Background: an optimization exercise with open tools, aiming at small area and a short achievable clock period. Do not read the settings as production practice. At most, simulation tests tie the RTL to the original design; equivalence was not proved. Power and IR drop assume default switching activity.

Design pocsag_rx, start of the top module:
module pocsag_rx (
    input  wire        clk,
    input  wire        rst,
    input  wire        in_valid,
    input  wire [15:0] in_sample,
    output reg         pre_found,
    output reg         sync_found,
    output wire        out_valid,
    output wire [3:0]  out_index,
    output wire [31:0] out_word,
    output wire        out_fail,
    output wire        out_addr
);
==> module slc_dec, before the edit <==
module slc_dec (
    input  wire [15:0] s,
    input  wire [24:0] rs,
    input  wire [24:0] rk,
    input  wire        dv,
    input  wire        in_pre,
    input  wire        in_sync,
    input  wire        m0,
    input  wire        m1,
    input  wire        sm,
    output wire        b,
    output wire        pre_d,
    output wire        sync_d
);
    wire        sg = s[15];
    wire [24:0] xs = {{3{sg}}, s, 6'd0};
    wire [24:0] qs = {{9{1'b1}}, s ^ {16{~sg}}};
    wire [24:0] sum, cy;       
    wire [25:0] ch;            
    assign ch[0] = 1'b0;
    genvar i;
    generate
        for (i = 0; i < 25; i = i + 1) begin : g_c
            if (i < 6) begin : g_z
                c42z u_c (.a(rs[i]), .c(rk[i]), .d(qs[i]), .ci(ch[i]),
                          .co(ch[i+1]), .s(sum[i]), .k(cy[i]));
            end else if (i < 16) begin : g_m
                c42s u_c (.a(rs[i]), .b(rk[i]), .c(s[i-6]), .e(s[i]), .sg(sg), .d(qs[i]),
                          .ci(ch[i]), .co(ch[i+1]), .s(sum[i]), .k(cy[i]));
            end else begin : g_f
                c42 u_c (.a(rs[i]), .b(rk[i]), .c(xs[i]), .d(qs[i]), .ci(ch[i]),
                         .co(ch[i+1]), .s(sum[i]), .k(cy[i]));
            end
        end
    endgenerate
    wire c24n;
    pfx_gtree #(.W(24)) u_t (.x(sum[23:0]), .y({cy[22:0], ~sg}), .ci(1'b0), .co(c24n));
    wire t = sum[24] ^ cy[23];             
    wire pa = dv & in_pre  & (t ? m1 : m0);
    wire pb = dv & in_pre  & (t ? m0 : m1);
    wire sa = dv & in_sync & sm & ~t;
    wire sb = dv & in_sync & sm &  t;
    cl_mux u_b  (.s(c24n), .a(t),  .b(~t), .y(b));
    cl_mux u_pf (.s(c24n), .a(pa), .b(pb), .y(pre_d));
    cl_mux u_sf (.s(c24n), .a(sa), .b(sb), .y(sync_d));
endmodule
==> module c42s, before the edit <==
module c42s (
    input  wire a, input wire b, input wire c, input wire e, input wire sg,
    input  wire d, input wire ci,
    output wire co, output wire s, output wire k
);
    wire ab, abs_, ce, t;
    cl_x2  u_ab (.a(a), .b(b), .y(ab));
    cl_xn2 u_as (.a(ab), .b(sg), .y(abs_));
    cl_x2  u_ce (.a(c), .b(e), .y(ce));
    cl_x2  u_t  (.a(abs_), .b(ce), .y(t));
    cl_maj u_co (.a(a), .b(b), .c(c), .y(co));
    cl_x2  u_s  (.a(t), .b(ci), .y(s));
    cl_mux u_k  (.s(t), .a(d), .b(ci), .y(k));
endmodule
==> flow/config.mk <==
export PLATFORM = sky130hd
export DESIGN_NAME = pocsag_rx
export DESIGN_NICKNAME = pocsag_rx
export VERILOG_FILES = /design/flow/design.v
export SDC_FILE = /design/flow/constraint.sdc
export NUM_CORES = 4
export LEC_CHECK = 0
export CAP_MARGIN = 20
export CORE_MARGIN = 2
export CORE_UTILIZATION = 40
export CTS_BUF_LIST = sky130_fd_sc_hd__clkbuf_8
export SLEW_MARGIN = 20
export SYNTH_HIERARCHICAL = 1
==> flow/constraint.sdc <==
create_clock -name core_clock -period 12.0 [get_ports {clk}]
set_input_delay 2.4000 -clock core_clock [delete_from_list [all_inputs] [get_ports {clk}]]
set_output_delay 2.4000 -clock core_clock [all_outputs]
set_load 0.01 [all_outputs]
standard.sh (not shown) runs the stock make flow with config.mk's settings and CLKGATE_MAP_FILE= SYNTH_SCRIPT=/design/flow/synth_recipe.tcl, a recipe that flattens the netlist after the stock synthesis.
==> flow/flow/run.sh <==
#!/bin/bash
# The standard layout (standard synthesis and the ORFS steps unchanged),
# with two differences:
# - the port buffers that buffer_ports inserts are sky130_fd_sc_hd__buf_4
#   instead of the cell it picks by default (clkdlybuf4s50_1, a delay
#   cell); every input and output port still gets its own buffer;
# - repair_timing works on every path with less than 8 ns of setup slack
#   (SETUP_SLACK_MARGIN), so it sizes up the gates on the critical paths.
#   The clock period and the constraints are the standard flow's own.
# make's output goes to standard.log; ORFS keeps each step's log under
# orfs/logs.
set -euo pipefail
export BUFFER_PORTS_ARGS="-buffer_cell sky130_fd_sc_hd__buf_4"
export SETUP_SLACK_MARGIN=8
bash standard.sh > standard.log 2>&1
Next try:
--- a/flow/design.v
+++ b/flow/design.v
@@ -91,9 +91,6 @@
             if (i < 6) begin : g_z
                 c42z u_c (.a(rs[i]), .c(rk[i]), .d(qs[i]), .ci(ch[i]),
                           .co(ch[i+1]), .s(sum[i]), .k(cy[i]));
-            end else if (i < 16) begin : g_m
-                c42s u_c (.a(rs[i]), .b(rk[i]), .c(s[i-6]), .e(s[i]), .sg(sg), .d(qs[i]),
-                          .ci(ch[i]), .co(ch[i+1]), .s(sum[i]), .k(cy[i]));
             end else begin : g_f
                 c42 u_c (.a(rs[i]), .b(rk[i]), .c(xs[i]), .d(qs[i]), .ci(ch[i]),
                          .co(ch[i+1]), .s(sum[i]), .k(cy[i]));
@@ -111,20 +108,6 @@
     cl_mux u_pf (.s(c24n), .a(pa), .b(pb), .y(pre_d));
     cl_mux u_sf (.s(c24n), .a(sa), .b(sb), .y(sync_d));
 endmodule
-module c42s (
-    input  wire a, input wire b, input wire c, input wire e, input wire sg,
-    input  wire d, input wire ci,
-    output wire co, output wire s, output wire k
-);
-    wire ab, abs_, ce, t;
-    cl_x2  u_ab (.a(a), .b(b), .y(ab));
-    cl_xn2 u_as (.a(ab), .b(sg), .y(abs_));
-    cl_x2  u_ce (.a(c), .b(e), .y(ce));
-    cl_x2  u_t  (.a(abs_), .b(ce), .y(t));
-    cl_maj u_co (.a(a), .b(b), .c(c), .y(co));
-    cl_x2  u_s  (.a(t), .b(ci), .y(s));
-    cl_mux u_k  (.s(t), .a(d), .b(ci), .y(k));
-endmodule
 module c42z (
     input  wire a, input wire c, input wire d, input wire ci,
     output wire co, output wire s, output wire k
Outcome: Critical path depth rises by 1; core utilization increases by 0.25 points; final area went up by 0.38%; count of clock-buffer cells in the layout goes up by 7; synthesized area is about the same.
Function was not checked in any run of this note: the RTL went through the layout flow alone.


Another version of the RTL of pocsag_rx (not shown whole).
For scale: about 60 I/O pins.
Settings: LEC_CHECK=0, CAP_MARGIN=20, CORE_MARGIN=2, CORE_UTILIZATION=40, CTS_BUF_LIST=sky130_fd_sc_hd__clkbuf_8, SLEW_MARGIN=20, SYNTH_HIERARCHICAL=1; clock period 12.0 ns.
Scripts as last shown in full above: flow/flow/run.sh
Then changed:
--- a/flow/design.v
+++ b/flow/design.v
@@ -2,25 +2,25 @@
     input  wire        v,
     input  wire        vg,         
     input  wire        l,
     input  wire [22:0] magp,
     input  wire [24:0] c,
     input  wire [15:0] s,
     input  wire [15:0] q,
     input  wire        ci,
-    input  wire [15:0] x,          
     input  wire        sg,
     input  wire        c7,         
     output wire [22:0] magp_n,
     output wire [24:0] c_n,
     output wire [24:0] rs,
     output wire [24:0] rk
 );
     wire [15:0] mv = magp[22:7] & {16{vg}};
+    wire [15:0] x  = ~q & {16{vg}};
     wire [8:0]  ah = x[15:7];
     wire [24:0] sa, ka;
     csa_row #(.W(25)) u_ra (
         .x (~c),
         .y ({{3{s[15]}}, s, 6'd0}),
         .z ({{9{q[15]}}, q}),
         .s (sa),
         .k (ka)
@@ -531,49 +531,46 @@
     reg  [1:0]  icnt;          
     reg         v_r;           
     reg         vg_r;          
     reg         l_r;           
     reg  [15:0] s_r;           
     reg  [15:0] q_r;           
     reg         ci_r;          
     reg         c7_r;          
-    reg  [15:0] x_r;           
     reg         sg_r;          
     reg  [22:0] magp;
     reg  [24:0] c_r;
-    wire [15:0] x_in = in_sample ^ {16{sg}};
+    wire [15:0] x_in = in_sample ^ {16{sg}};    
     wire [22:0] magp_n;
     wire [24:0] c_n;
     wire [24:0] rs_n, rk_n;
     slc_upd u_upd (
         .v      (v_r),
         .vg     (vg_r),
         .l      (l_r),
         .magp   (magp),
         .c      (c_r),
         .s      (s_r),
         .q      (q_r),
         .ci     (ci_r),
-        .x      (x_r),
         .sg     (sg_r),
         .c7     (c7_r),
         .magp_n (magp_n),
         .c_n    (c_n),
         .rs     (rs_n),
         .rk     (rk_n)
     );
     always @(posedge clk) begin
         l_r  <= (icnt == 2'd3);
         vg_r <= acc;
         s_r  <= acc ? in_sample : 16'd0;
         q_r  <= acc ? (in_sample ^ {16{~sg}}) : 16'd0;
         ci_r <= acc & ~sg;
         c7_r <= acc & ({1'b0, magp_n[6:0]} + {1'b0, x_in[6:0]} + {7'd0, sg} > 8'd127);
-        x_r  <= acc ? x_in : 16'd0;
         sg_r <= acc & sg;
         if (rst) begin
             icnt <= 2'd0;
             v_r  <= 1'b0;
             magp <= 23'd0;
             c_r  <= 25'd0;
         end else begin
             if (in_valid)
@@ -656,21 +653,19 @@
     always @(posedge clk) begin
         if (rst) begin
             start_r <= 1'b0;
             ovalid  <= 1'b0;
         end else begin
             start_r <= complete;
             ovalid  <= load;
         end
-        if (load) begin
-            oidx  <= start_r ? 4'd0 : oidx + 4'd1;
-            ofail <= cfail;
-            oaddr <= ~head[31];
-        end
+        oidx  <= start_r ? 4'd0 : oidx + 4'd1;
+        ofail <= cfail;
+        oaddr <= ~head[31];
     end
     wire [31:0] fq_in;
     genvar j;
     generate
         for (j = 0; j < 32; j = j + 1) begin : g_in
             if (j == 0) begin : g0
                 assign fq_in[j] = in_pre ? xr[31] : b_r;
             end else begin : gj
@@ -680,17 +675,17 @@
     endgenerate
     wire fq_en = (bv_r & in_pre) | push | load;
     always @(posedge clk) begin
         if (bv_r)
             sr <= {sr[30:0], b_r};
         if (in_pre) begin
             if (bv_r)
                 xr <= {xr[30:0], sr[31]};
-        end else if (load) begin
+        end else begin
             xr <= corr;
         end
         if (fq_en)
             fq <= {fq[479:0], fq_in};
     end
     always @(posedge clk) begin
         if (rst) begin
             state  <= S_PRE;
What happened: Die area falls by 1.3%. Worst hold slack got worse by 0.0031 ns. Utilization climbs by 0.58 points. Final area drops by 0.33%. Via count came out lower by 0.57%. Global-route usage came out lower by 0.21 points. Register-to-register slack is about the same. First-iteration DRC count went up by 13%. Power went up by 2.9%.
Function not checked in the second run of this note: the RTL went through the layout flow alone.


Another version of the RTL of pocsag_rx (not shown whole).
For scale: roughly 60 I/O pins.
clock: 12.0 ns
lec_check: 0
cap_margin: 20
core_margin: 2
core_utilization: 40
cts_buf_list: sky130_fd_sc_hd__clkbuf_8
slew_margin: 20
synth_hierarchical: 1
Scripts as last shown in full above: flow/flow/run.sh
Change:
--- a/flow/design.v
+++ b/flow/design.v
@@ -57,18 +57,15 @@
 module slc_magp (
     input  wire [22:0] magp,
     input  wire [15:0] a,
     input  wire [15:0] mv,
     input  wire        c7,
     output wire [22:0] magp_n
 );
-    wire [22:0] s1, k1, s2, k2;
-    csa_row #(.W(23)) u_r1 (.x(magp), .y({7'd0, a}), .z(~{14'd0, a[15:7]}), .s(s1), .k(k1));
-    csa_row #(.W(23)) u_r2 (.x(s1), .y({k1[21:0], ~c7}), .z(~{7'd0, mv}), .s(s2), .k(k2));
-    pfx_add #(.W(23)) u_a (.x(s2), .y({k2[21:0], 1'b0}), .ci(1'b1), .s(magp_n));
+    assign magp_n = magp + {7'd0, a} - {7'd0, mv} - {14'd0, a[15:7]} - {22'd0, c7};
 endmodule
 module slc_dec (
     input  wire [15:0] s,
     input  wire [24:0] rs,
     input  wire [24:0] rk,
     input  wire        dv,
     input  wire        in_pre,
@@ -379,15 +376,14 @@
     wire        acc = in_valid & ~rst;
     wire        sg  = in_sample[15];
     reg  [1:0]  icnt;          
     reg         v_r;           
     reg         vg_r;          
     reg         l_r;           
     reg  [15:0] s_r;           
-    reg  [15:0] q_r;           
     reg         ci_r;          
     reg         c7_r;          
     reg  [15:0] a_r;           
     reg  [22:0] magp;
     reg  [24:0] c_r;
     wire [15:0] a_in;
     wire [22:0] magp_n;
@@ -400,28 +396,27 @@
     slc_upd u_upd (
         .v      (v_r),
         .vg     (vg_r),
         .l      (l_r),
         .magp   (magp),
         .c      (c_r),
         .s      (s_r),
-        .q      (q_r),
+        .q      (s_r ^ {16{ci_r}}),    
         .ci     (ci_r),
         .a      (a_r),
         .c7     (c7_r),
         .magp_n (magp_n),
         .c_n    (c_n),
         .rs     (rs_n),
         .rk     (rk_n)
     );
     always @(posedge clk) begin
         l_r  <= (icnt == 2'd3);
         vg_r <= acc;
         s_r  <= acc ? in_sample : 16'd0;
-        q_r  <= acc ? (in_sample ^ {16{~sg}}) : 16'd0;
         ci_r <= acc & ~sg;
         c7_r <= acc & ({1'b0, magp_n[6:0]} + {1'b0, a_in[6:0]} > 8'd127);
         a_r  <= acc ? a_in : 16'd0;
         if (rst) begin
             icnt <= 2'd0;
             v_r  <= 1'b0;
             magp <= 23'd0;
The new run passed the timing, DRC and antenna checks.
Wire length drops by 0.51%.
Fmax is lower by 5.9%.
Die area came out lower by 1.9%.
Design area rises by 0.34%.
Combinational power climbs by 16%.
First-iteration DRC count rose by 3.0%.
Via count went down by 0.70%.
Global-route usage hardly moves.
Worst setup slack is worse by 0.25 ns.
Clock power is lower by about 4%.
Sequential share of layout area went down by 0.96 points.
Power rose by 6.0%.


v3:
pocsag_rx, a different RTL version from the one above (not shown whole).
Size: ~2500 cells after synthesis.
export LEC_CHECK = 0
export CAP_MARGIN = 20
export CORE_MARGIN = 2
export CORE_UTILIZATION = 40
export CTS_BUF_LIST = sky130_fd_sc_hd__clkbuf_8
export SLEW_MARGIN = 20
export SYNTH_HIERARCHICAL = 1
create_clock -name core_clock -period 12.0 [get_ports {clk}]
Scripts as last shown in full above: flow/flow/run.sh
diff inputs: v3 => v5
--- a/flow/design.v
+++ b/flow/design.v
@@ -133,33 +133,31 @@
                 pg0 u_p (.t(t[0]), .c(ch[0]), .k(~sg), .g(g[0]), .p(p[0]));
             end else if (i < 17) begin : g_i
                 pgk u_p (.t(t[i]), .c(ch[i]), .tp(t[i-1]), .cp(ch[i-1]), .dp(qs[i-1]),
                          .g(g[i]), .p(p[i]));
             end else begin : g_i1
                 pgk1 u_p (.t(t[i]), .c(ch[i]), .tp(t[i-1]), .cp(ch[i-1]), .g(g[i]), .p(p[i]));
             end
         end
     endgenerate
-    wire glo, ghin, phin, ghi, phi, c24n;
+    wire glo, ghin, phin, c24;
     pfx_gtree_gp #(.W(16)) u_tl (.g(g[15:0]), .p(p[15:0]), .co(glo), .po());
     pfx_gtree_gp #(.W(8))  u_th (.g(g[23:16]), .p(p[23:16]), .co(ghin), .po(phin));
-    cl_inv u_ig (.a(ghin), .y(ghi));
-    cl_inv u_ip (.a(phin), .y(phi));
-    cl_ga  u_tj (.g(ghi), .p(phi), .gl(glo), .gn(c24n));
+    cl_node #(.PI(1), .PJ(0)) u_tj (.gi(ghin), .pi(phin), .gj(glo), .pj(1'b0), .go(c24), .po());
     wire tt;                   
     top24 u_top (.t(t[24]), .c(ch[24]), .tp(t[23]), .cp(ch[23]), .y(tt));
     wire pa = dv & in_pre  & (tt ? m1 : m0);
     wire pb = dv & in_pre  & (tt ? m0 : m1);
     wire sa = dv & in_sync & sm & ~tt;
     wire sb = dv & in_sync & sm &  tt;
-    cl_muxi u_b  (.s(c24n), .a(tt), .b(~tt), .y(b_n));
-    cl_muxi u_pf (.s(c24n), .a(pa), .b(pb), .y(pre_dn));
-    cl_muxi u_sf (.s(c24n), .a(sa), .b(sb), .y(sync_dn));
+    cl_muxi u_b  (.s(c24), .a(~tt), .b(tt), .y(b_n));
+    cl_muxi u_pf (.s(c24), .a(pb), .b(pa), .y(pre_dn));
+    cl_muxi u_sf (.s(c24), .a(sb), .b(sa), .y(sync_dn));
 endmodule
 module c42t (
     input  wire a, input wire b, input wire c, input wire d,
     output wire co, output wire t
 );
     wire ab, cd;
     cl_x2  u_ab (.a(a), .b(b), .y(ab));
     cl_x2  u_cd (.a(c), .b(d), .y(cd));
     cl_x2  u_t  (.a(ab), .b(cd), .y(t));
@@ -473,21 +471,18 @@
 module cl_pg (input wire a, input wire b, output wire g, output wire p);
     assign g = a & b;
     assign p = a | b;
 endmodule
 module cl_gpa (input wire g, input wire p, input wire gl, input wire pl,
                output wire gn, output wire pn);
     assign gn = ~(g | (p & gl));
     assign pn = ~(p & pl);
 endmodule
-module cl_ga (input wire g, input wire p, input wire gl, output wire gn);
-    assign gn = ~(g | (p & gl));
-endmodule
 module cl_gpo (input wire gn, input wire pn, input wire gln, input wire pln,
                output wire g, output wire p);
     assign g = ~(gn & (pn | gln));
     assign p = ~(pn | pln);
 endmodule
 module pocsag_bch (
     input  wire [31:0] cw_in,
     output reg  [31:0] cw_out,
     output reg         fail
@@ -657,21 +652,23 @@
     );
     always @(posedge clk) begin
         if (rst) begin
             start_r <= 1'b0;
             ovalid  <= 1'b0;
         end else begin
             start_r <= complete;
             ovalid  <= load;
         end
-        oidx  <= start_r ? 4'd0 : oidx + 4'd1;
-        ofail <= cfail;
-        oaddr <= ~head[31];
+        if (load) begin
+            oidx  <= start_r ? 4'd0 : oidx + 4'd1;
+            ofail <= cfail;
+            oaddr <= ~head[31];
+        end
     end
     wire [31:0] fq_in;
     genvar j;
     generate
         for (j = 0; j < 32; j = j + 1) begin : g_in
             if (j == 0) begin : g0
                 assign fq_in[j] = in_pre ? xr[31] : b_r;
             end else begin : gj
                 assign fq_in[j] = in_pre ? fq[15*32 + j - 1] : sr[j-1];
@@ -679,19 +676,19 @@
         end
     endgenerate
     wire fq_en = (bv_r & in_pre) | push | load;
     always @(posedge clk) begin
         if (bv_r)
             sr <= {sr[30:0], b_r};
         if (in_pre) begin
             if (bv_r)
                 xr <= {xr[30:0], sr[31]};
-        end else begin
+        end else if (load) begin
             xr <= corr;
         end
         if (fq_en)
             fq <= {fq[479:0], fq_in};
     end
     always @(posedge clk) begin
         if (rst) begin
             state  <= S_PRE;
             pheld  <= 10'd0;
==> notes.md <==
In the flow results for v5 and v3, the wire length of the first global-routing pass is smaller on v3. Compared v3 against v5; power within noise. Pin count of the biggest net entering global routing ends up higher on v3. Compared with v3, v5 shows a lower internal portion of total power. v5 vs. v3: clock power stayed essentially flat, tap cell count barely changed, global-route usage saw an increase. On v5: clock network power share is 0.3 points lower than what v3 gave. Of v5 and v3, the run reporting the lower die area was v3. Looking at relative slew slack, v5 sits above v3. Per the comparison of v5 with v3, share of the clock period used by the worst path after layout shrank by 0.49 points; wire length after detailed routing increased by 3.9 mm relative to the old numbers; sequential fraction of total cell area shows no meaningful change; number of antenna violations at the first check in global routing went down 1.
The RTL of v3 was laid out without a check of its function.

-- static timing again, ports no longer ideal --
The results above use ideal ports. As a check the final layouts listed here were re-extracted and re-timed, cells and wires unchanged.
Step 1: set_driving_cell puts a clkbuf_16 on clk and a buf_2 on each other input, an assumption about the parent block.
Step 2 moves the port delays by t, midway between the first and last clock arrival at a register: inputs arrive t later, outputs are due t later. That takes back most of the time a late clock gives input paths.
a / b / c = ideal / step 1 / step 2; a / b = the first two.
| run | shift t [ns] | slack for setup (ns) | latest minus earliest clock arrival (ns) | worst slew at a driven data input, ns |
|---|---|---|---|---|
| the first run of note 1 | 0.750 | 7.601 / 7.567 / 6.817 | 0.038 / 0.038 | 0.13 |
| the second run of note 1 | 0.764 | 7.497 / 7.495 / 6.731 | 0.053 / 0.053 | 0.08 |
| the first run of note 2 | 0.770 | 8.150 / 8.097 / 7.326 | 0.053 / 0.053 | 0.19 |
| the second run of note 2 | 0.758 | 8.122 / 8.011 / 7.254 | 0.053 / 0.053 | 0.20 |
| the first run of note 3 | 0.761 | 8.004 / 7.879 / 7.118 | 0.058 / 0.058 | 0.22 |
| the second run of note 3 | 0.768 | 7.752 / 7.752 / 7.121 | 0.056 / 0.057 | 0.08 |
| v3 | 0.760 | 8.085 / 7.964 / 7.204 | 0.041 / 0.041 | 0.20 |
| v5 | 0.766 | 8.143 / 8.143 / 7.420 | 0.031 / 0.031 | 0.06 |
After both steps every run listed still meets setup and hold. For the first run of note 3, which loses most, drivers alone change the setup slack by -0.125 ns; drivers and shift together by -0.886 ns.
